Context: an optimization exercise on an open-source flow, tuned for small area, a short achievable clock period and few clock cycles. The choices shown serve that exercise and are no tape-out recipe.
Where RTL was checked, it was by simulation tests only, not by an equivalence proof against the original.
Power and IR drop assume default switching activity.

## eclog_core
module eclog_core (
    input  wire        clk,
    input  wire        rst,
    input  wire        in_valid,
    input  wire [7:0]  in_data,
    output reg         in_ready,
    output reg         out_valid,
    output reg  [7:0]  out_data,
    input  wire        out_ready,
    output reg         mem_req,
    output reg         mem_we,
    output reg  [10:0] mem_addr,
    output reg  [7:0]  mem_wdata,
    input  wire        mem_ready,
    input  wire [7:0]  mem_rdata
);
clock: 7.0 ns
lec_check: 0
abc_area: 1
cap_margin: 20
core_margin: 2
core_utilization: 60
place_density: 0.75
setup_slack_margin: 4.3
slew_margin: 20
standard.sh (not shown) runs the stock make flow with config.mk's settings and CLKGATE_MAP_FILE= SYNTH_SCRIPT=/design/flow/synth_recipe.tcl, a recipe that flattens the netlist after the stock synthesis.
==> flow/flow/run.sh <==
#!/bin/bash
# The standard layout (standard.sh, synthesis unchanged), with the
# input and output ports buffered by sky130_fd_sc_hd__buf_2 instead of the
# delay-cell buffer ORFS picks by default. make's full output goes to
# standard.log; ORFS keeps each step's log under orfs/logs/.
set -euo pipefail
export BUFFER_PORTS_ARGS="-buffer_cell sky130_fd_sc_hd__buf_2"
bash standard.sh > standard.log 2>&1
==> next run, changes <==
--- a/flow/design.v
+++ b/flow/design.v
@@ -39,13 +39,12 @@
     reg  [5:0]  scan_slot;     
     reg         scan_done;     
     reg  [1:0]  sph;           
     reg  [15:0] crc;
     reg         wr_erase;
     reg         wr_probe;      
-    reg         erased;        
     reg  [5:0]  cursor;
     reg         boot;          
     reg  [3:0]  lst;           
     reg         disp;          
     reg         rs;            
     reg         e_msg_n, e_pay_n, e_hex_n, e_sel_n;
@@ -57,13 +56,12 @@
     reg  [15:0] crc_n;
     reg         wr_erase_n, wr_probe_n;
     reg  [5:0]  cursor_n;
     reg         boot_n;
     reg  [3:0]  lst_n;
     reg         disp_n;
-    reg         erased_n;
     reg         rs_n;
     reg         out_valid_n;
     reg  [7:0]  out_data_n;
     reg         mem_we_n;
     reg  [10:0] mem_addr_n;
     reg  [7:0]  mem_wdata_n;
@@ -126,14 +124,13 @@
                 3'd3: frame_byte = "t";
                 3'd4: frame_byte = 8'h00;
                 3'd5: frame_byte = 8'hBA;
                 default: frame_byte = 8'h1C;
             endcase
     end
-    wire [5:0]  er_next = {1'b0, mem_addr[10:6]} + 6'd1;
-    wire wr_last = wr_erase ? (wr_probe ? (er_next == cursor) : (mem_addr[10:6] == 5'd31))
+    wire wr_last = wr_erase ? (mem_addr[10:6] == 5'd31)
                             : (mem_addr[2:0] == {2'b11, wr_probe});
     localparam [3:0] L_EMPTY = 4'd0;
     localparam [3:0] L_ERASE = 4'd5;
     localparam [3:0] L_WRITE = 4'd10;
     localparam [3:0] L_READ  = 4'd14;
     localparam [3:0] L_BAD   = 4'd15;
@@ -181,14 +178,13 @@
     wire em_sel   = e_sel || go_sel;
     wire d_erase  = (lst == L_ERASE);
     wire d_write  = (lst == L_WRITE) && !cursor[5];
     wire d_full   = (lst == L_WRITE) && cursor[5];
     wire d_read   = (lst == L_READ);
     wire d_msg    = !(lst == L_EMPTY || lst == L_ERASE || lst == L_WRITE || lst == L_READ);
-    wire d_erase_wr = d_erase && !(erased && cursor == 6'd0);    
-    wire d_wr     = d_erase_wr || d_write;
+    wire d_wr     = d_erase || d_write;
     wire d_bump   = d_write && (cursor == scan_slot);    
     wire sel_entry = (oslot != scan_slot);         
     wire sel_go    = sel_entry || scan_done;
     wire hex_last  = (ptr[1:0] == 2'd0);
     wire [5:0] ss_inc = scan_slot + 6'd1;
     wire       ss_top = (scan_slot == 6'd31);
@@ -255,23 +251,24 @@
         if (mem_we) begin
             wr_erase_n  = wr_erase;
             wr_probe_n  = wr_probe;
             mem_wdata_n = (mr && !wr_erase) ? frame_byte : mem_wdata;
         end else begin
             wr_erase_n  = boot ? scan_slot[5] : d_erase;
-            wr_probe_n  = !boot && (!d_erase || erased);
+            wr_probe_n  = !boot;
             mem_wdata_n = (boot ? scan_slot[5] : d_erase) ? 8'h00 : boot ? "B" : "p";
         end
         if (boot_go)
             cursor_n = scan_slot[5] ? 6'd0 : scan_slot;
-        else if (mem_we && mr && wr_last)
-            cursor_n = wr_erase ? 6'd0 : cursor + 6'd1;
+        else if (disp && d_erase)
+            cursor_n = 6'd0;
+        else if (mem_we && mr && wr_last && !wr_erase)
+            cursor_n = cursor + 6'd1;
         else
             cursor_n = cursor;
         boot_n = boot && !scan_done;
-        erased_n = erased || (boot_go && scan_slot[5]) || (disp && d_erase);
         lst_n = take ? (is_nl ? lst : lst_adv) : disp ? L_EMPTY : lst;
         disp_n = take && is_nl;
         rs_n   = e_pay && ce && mr && rz;
         if (!ce)
             out_data_n = out_data;
         else if (em_msg)
@@ -334,13 +331,12 @@
             wr_erase  <= 1'b0;
             wr_probe  <= 1'b0;
             cursor    <= 6'd0;
             boot      <= 1'b1;
             lst       <= L_EMPTY;
             disp      <= 1'b0;
-            erased    <= 1'b0;
             rs        <= 1'b0;
             out_valid <= 1'b0;
             out_data  <= 8'h00;
             mem_we    <= 1'b0;
             mem_addr  <= 11'd0;
             mem_wdata <= 8'h00;
@@ -360,13 +356,12 @@
             wr_erase  <= wr_erase_n;
             wr_probe  <= wr_probe_n;
             cursor    <= cursor_n;
             boot      <= boot_n;
             lst       <= lst_n;
             disp      <= disp_n;
-            erased    <= erased_n;
             rs        <= rs_n;
             out_valid <= out_valid_n;
             out_data  <= out_data_n;
             mem_we    <= mem_we_n;
             mem_addr  <= mem_addr_n;
             mem_wdata <= mem_wdata_n;
- routed wire length came out lower by 3.3%
- worst hold slack stays flat
- clock-buffer cell count rose by 1
- worst setup slack improved by 0.025 ns
- global-route usage fell by 0.58 points
- via count decreases by 4.4%
- final area goes down by 3.2%
- sequential share of layout area rose by 0.32 points
- total power shrinks by 2.5%
- sequential cell count is lower by 1
- critical path depth increases by 10
- synthesized cell count decreases by 3.7%
- first-iteration DRC count came out lower by 14%
- combinational power shrinks by about 2%
Testbench counts after the change, summed over its fixed seeds: cycles 45,479.
The RTL of the first run of this note was laid out without a check of its function.

* * *

run 1:
Another version of the RTL of eclog_core (not shown whole).
For scale: roughly 1200 cells after synthesis, about 52 I/O pins.
clock: 7.0 ns
lec_check: 0
abc_area: 1
cap_margin: 20
core_margin: 2
core_utilization: 60
place_density: 0.75
setup_slack_margin: 4.3
slew_margin: 20
Scripts as last shown in full above: flow/flow/run.sh
For run 2, these inputs were changed with respect to run 1:
diff --git a/flow/design.v b/flow/design.v
--- a/flow/design.v
+++ b/flow/design.v
@@ -13,13 +13,13 @@
     input  wire        in_valid,
     input  wire [7:0]  in_data,
     output reg         in_ready,
     output reg         out_valid,
     output reg  [7:0]  out_data,
     input  wire        out_ready,
-    output wire        mem_req,
+    output reg         mem_req,
     output reg         mem_we,
     output reg  [10:0] mem_addr,
     output reg  [7:0]  mem_wdata,
     input  wire        mem_ready,
     input  wire [7:0]  mem_rdata
 );
@@ -39,12 +39,13 @@
     reg  [5:0]  scan_slot;     
     reg         scan_done;     
     reg  [1:0]  sph;           
     reg  [15:0] crc;
     reg         wr_erase;
     reg         wr_probe;      
+    reg         erased;        
     reg  [5:0]  cursor;
     reg         boot;          
     reg  [3:0]  lst;           
     reg         disp;          
     reg         rs;            
     reg         e_msg_n, e_pay_n, e_hex_n, e_sel_n;
@@ -56,12 +57,13 @@
     reg  [15:0] crc_n;
     reg         wr_erase_n, wr_probe_n;
     reg  [5:0]  cursor_n;
     reg         boot_n;
     reg  [3:0]  lst_n;
     reg         disp_n;
+    reg         erased_n;
     reg         rs_n;
     reg         out_valid_n;
     reg  [7:0]  out_data_n;
     reg         mem_we_n;
     reg  [10:0] mem_addr_n;
     reg  [7:0]  mem_wdata_n;
@@ -124,13 +126,14 @@
                 3'd3: frame_byte = "t";
                 3'd4: frame_byte = 8'h00;
                 3'd5: frame_byte = 8'hBA;
                 default: frame_byte = 8'h1C;
             endcase
     end
-    wire wr_last = wr_erase ? (mem_addr[10:6] == 5'd31)
+    wire [5:0]  er_next = {1'b0, mem_addr[10:6]} + 6'd1;
+    wire wr_last = wr_erase ? (er_next == cursor)
                             : (mem_addr[2:0] == {2'b11, wr_probe});
     localparam [3:0] L_EMPTY = 4'd0;
     localparam [3:0] L_ERASE = 4'd5;
     localparam [3:0] L_WRITE = 4'd10;
     localparam [3:0] L_READ  = 4'd14;
     localparam [3:0] L_BAD   = 4'd15;
@@ -178,13 +181,14 @@
     wire em_sel   = e_sel || go_sel;
     wire d_erase  = (lst == L_ERASE);
     wire d_write  = (lst == L_WRITE) && !cursor[5];
     wire d_full   = (lst == L_WRITE) && cursor[5];
     wire d_read   = (lst == L_READ);
     wire d_msg    = !(lst == L_EMPTY || lst == L_ERASE || lst == L_WRITE || lst == L_READ);
-    wire d_wr     = d_erase || d_write;
+    wire d_erase_wr = d_erase && !(erased && cursor == 6'd0);    
+    wire d_wr     = d_erase_wr || d_write;
     wire d_bump   = d_write && (cursor == scan_slot);    
     wire sel_entry = (oslot != scan_slot);         
     wire sel_go    = sel_entry || scan_done;
     wire hex_last  = (ptr[1:0] == 2'd0);
     wire [5:0] ss_inc = scan_slot + 6'd1;
     wire       ss_top = (scan_slot == 6'd31);
@@ -255,20 +259,21 @@
         end else begin
             wr_erase_n  = boot ? scan_slot[5] : d_erase;
             wr_probe_n  = !boot;
             mem_wdata_n = (boot ? scan_slot[5] : d_erase) ? 8'h00 : boot ? "B" : "p";
         end
         if (boot_go)
-            cursor_n = scan_slot[5] ? 6'd0 : scan_slot;
-        else if (disp && d_erase)
-            cursor_n = 6'd0;
-        else if (mem_we && mr && wr_last && !wr_erase)
-            cursor_n = cursor + 6'd1;
+            cursor_n = scan_slot;
+        else if (disp && d_erase && !erased)
+            cursor_n = 6'd32;
+        else if (mem_we && mr && wr_last)
+            cursor_n = wr_erase ? 6'd0 : cursor + 6'd1;
         else
             cursor_n = cursor;
         boot_n = boot && !scan_done;
+        erased_n = erased || (boot_go && scan_slot[5]) || (disp && d_erase);
         lst_n = take ? (is_nl ? lst : lst_adv) : disp ? L_EMPTY : lst;
         disp_n = take && is_nl;
         rs_n   = e_pay && ce && mr && rz;
         if (!ce)
             out_data_n = out_data;
         else if (em_msg)
@@ -313,13 +318,12 @@
             oslot_n = 6'd0;
         else if (e_hex && ce && hex_last)
             oslot_n = oslot + 6'd1;
         else
             oslot_n = oslot;
     end
-    assign mem_req = mem_we || e_pay || !scan_done;
     always @(posedge clk) begin
         if (rst) begin
             e_msg     <= 1'b0;
             e_pay     <= 1'b0;
             e_hex     <= 1'b0;
             e_sel     <= 1'b0;
@@ -332,19 +336,21 @@
             wr_erase  <= 1'b0;
             wr_probe  <= 1'b0;
             cursor    <= 6'd0;
             boot      <= 1'b1;
             lst       <= L_EMPTY;
             disp      <= 1'b0;
+            erased    <= 1'b0;
             rs        <= 1'b0;
             out_valid <= 1'b0;
             out_data  <= 8'h00;
             mem_we    <= 1'b0;
             mem_addr  <= 11'd0;
             mem_wdata <= 8'h00;
             in_ready  <= 1'b0;
+            mem_req   <= 1'b1;
         end else begin
             e_msg     <= e_msg_n;
             e_pay     <= e_pay_n;
             e_hex     <= e_hex_n;
             e_sel     <= e_sel_n;
             ptr       <= ptr_n;
@@ -356,17 +362,19 @@
             wr_erase  <= wr_erase_n;
             wr_probe  <= wr_probe_n;
             cursor    <= cursor_n;
             boot      <= boot_n;
             lst       <= lst_n;
             disp      <= disp_n;
+            erased    <= erased_n;
             rs        <= rs_n;
             out_valid <= out_valid_n;
             out_data  <= out_data_n;
             mem_we    <= mem_we_n;
             mem_addr  <= mem_addr_n;
             mem_wdata <= mem_wdata_n;
             in_ready  <= !boot_n && !(e_msg_n || e_pay_n || e_hex_n || e_sel_n)
                          && !mem_we_n && !out_valid_n;
+            mem_req   <= mem_we_n || e_pay_n || !scan_done_n;
         end
     end
 endmodule
## What came out
Compared with run 1, in run 2 met1 usage grew by 4.5 points; number of resized instances in the post-cts repair step moved up; number of combinational gates with multiple inputs went up about 4%; number of vias per cell after detailed routing went up by about 0.65%; portion of total power attributed to combinational logic higher. When run 2 is set beside run 1, its number of cells in the design after placement turns out to be about 6% larger. Compared run 2 against run 1; sequential share of cell area within noise. Total area of multi-input combinational cells (lower): run 1. The share of the core filled with cells in the final layout of run 2 falls short of that of run 1 by 1.2 points. Critical path depth was higher in the run labelled run 2. Run 2 vs run 1 on chip height: run 2 is the higher one. Run 1 has higher clock tree skew after final layout than run 2. Run 2 ends up with a minimum period implied by the final worst setup slack that is 190 ps lower than in run 1.
No functional check of the RTL was part of any run of this note.

what the ideal ports hide:
In the flow no input, the clock included, has a driving cell. The finished layouts below were timed again as built, in two steps. Step 1: set_driving_cell puts a clkbuf_16 on clk and a buf_2 on each other input, an assumption about the parent block. Step 2 adds t to the input delays and takes it off the output delays; t is the mean of the earliest and latest rising clock arrival at the registers after step 1. Input paths then give back, and output paths get back, about the clock's delay inside the block. Three values: ideal, step 1, step 2; two values: the first two.
run | t (ns) | slack for setup (ns) | hold WS [ns] | latest minus earliest clock arrival (ns) | slew at the worst register clock pin (ns)
the first run of note 1 | 0.398 | 4.335 / 4.338 / 3.947 | 0.460 / 0.460 / 0.460 | 0.009 / 0.009 | 0.07 / 0.07
the second run of note 1 | 0.393 | 4.360 / 4.360 / 4.028 | 0.462 / 0.462 / 0.462 | 0.007 / 0.008 | 0.06 / 0.06
run 1 | 0.394 | 4.194 / 4.185 / 3.791 | 0.460 / 0.460 / 0.460 | 0.009 / 0.010 | 0.07 / 0.07
run 2 | 0.381 | 4.382 / 4.378 / 4.046 | 0.464 / 0.464 / 0.464 | 0.004 / 0.003 | 0.06 / 0.06
After both steps every run listed still meets setup and hold. For run 1, which loses most, drivers alone change the setup slack by -0.009 ns; drivers and shift together by -0.403 ns.
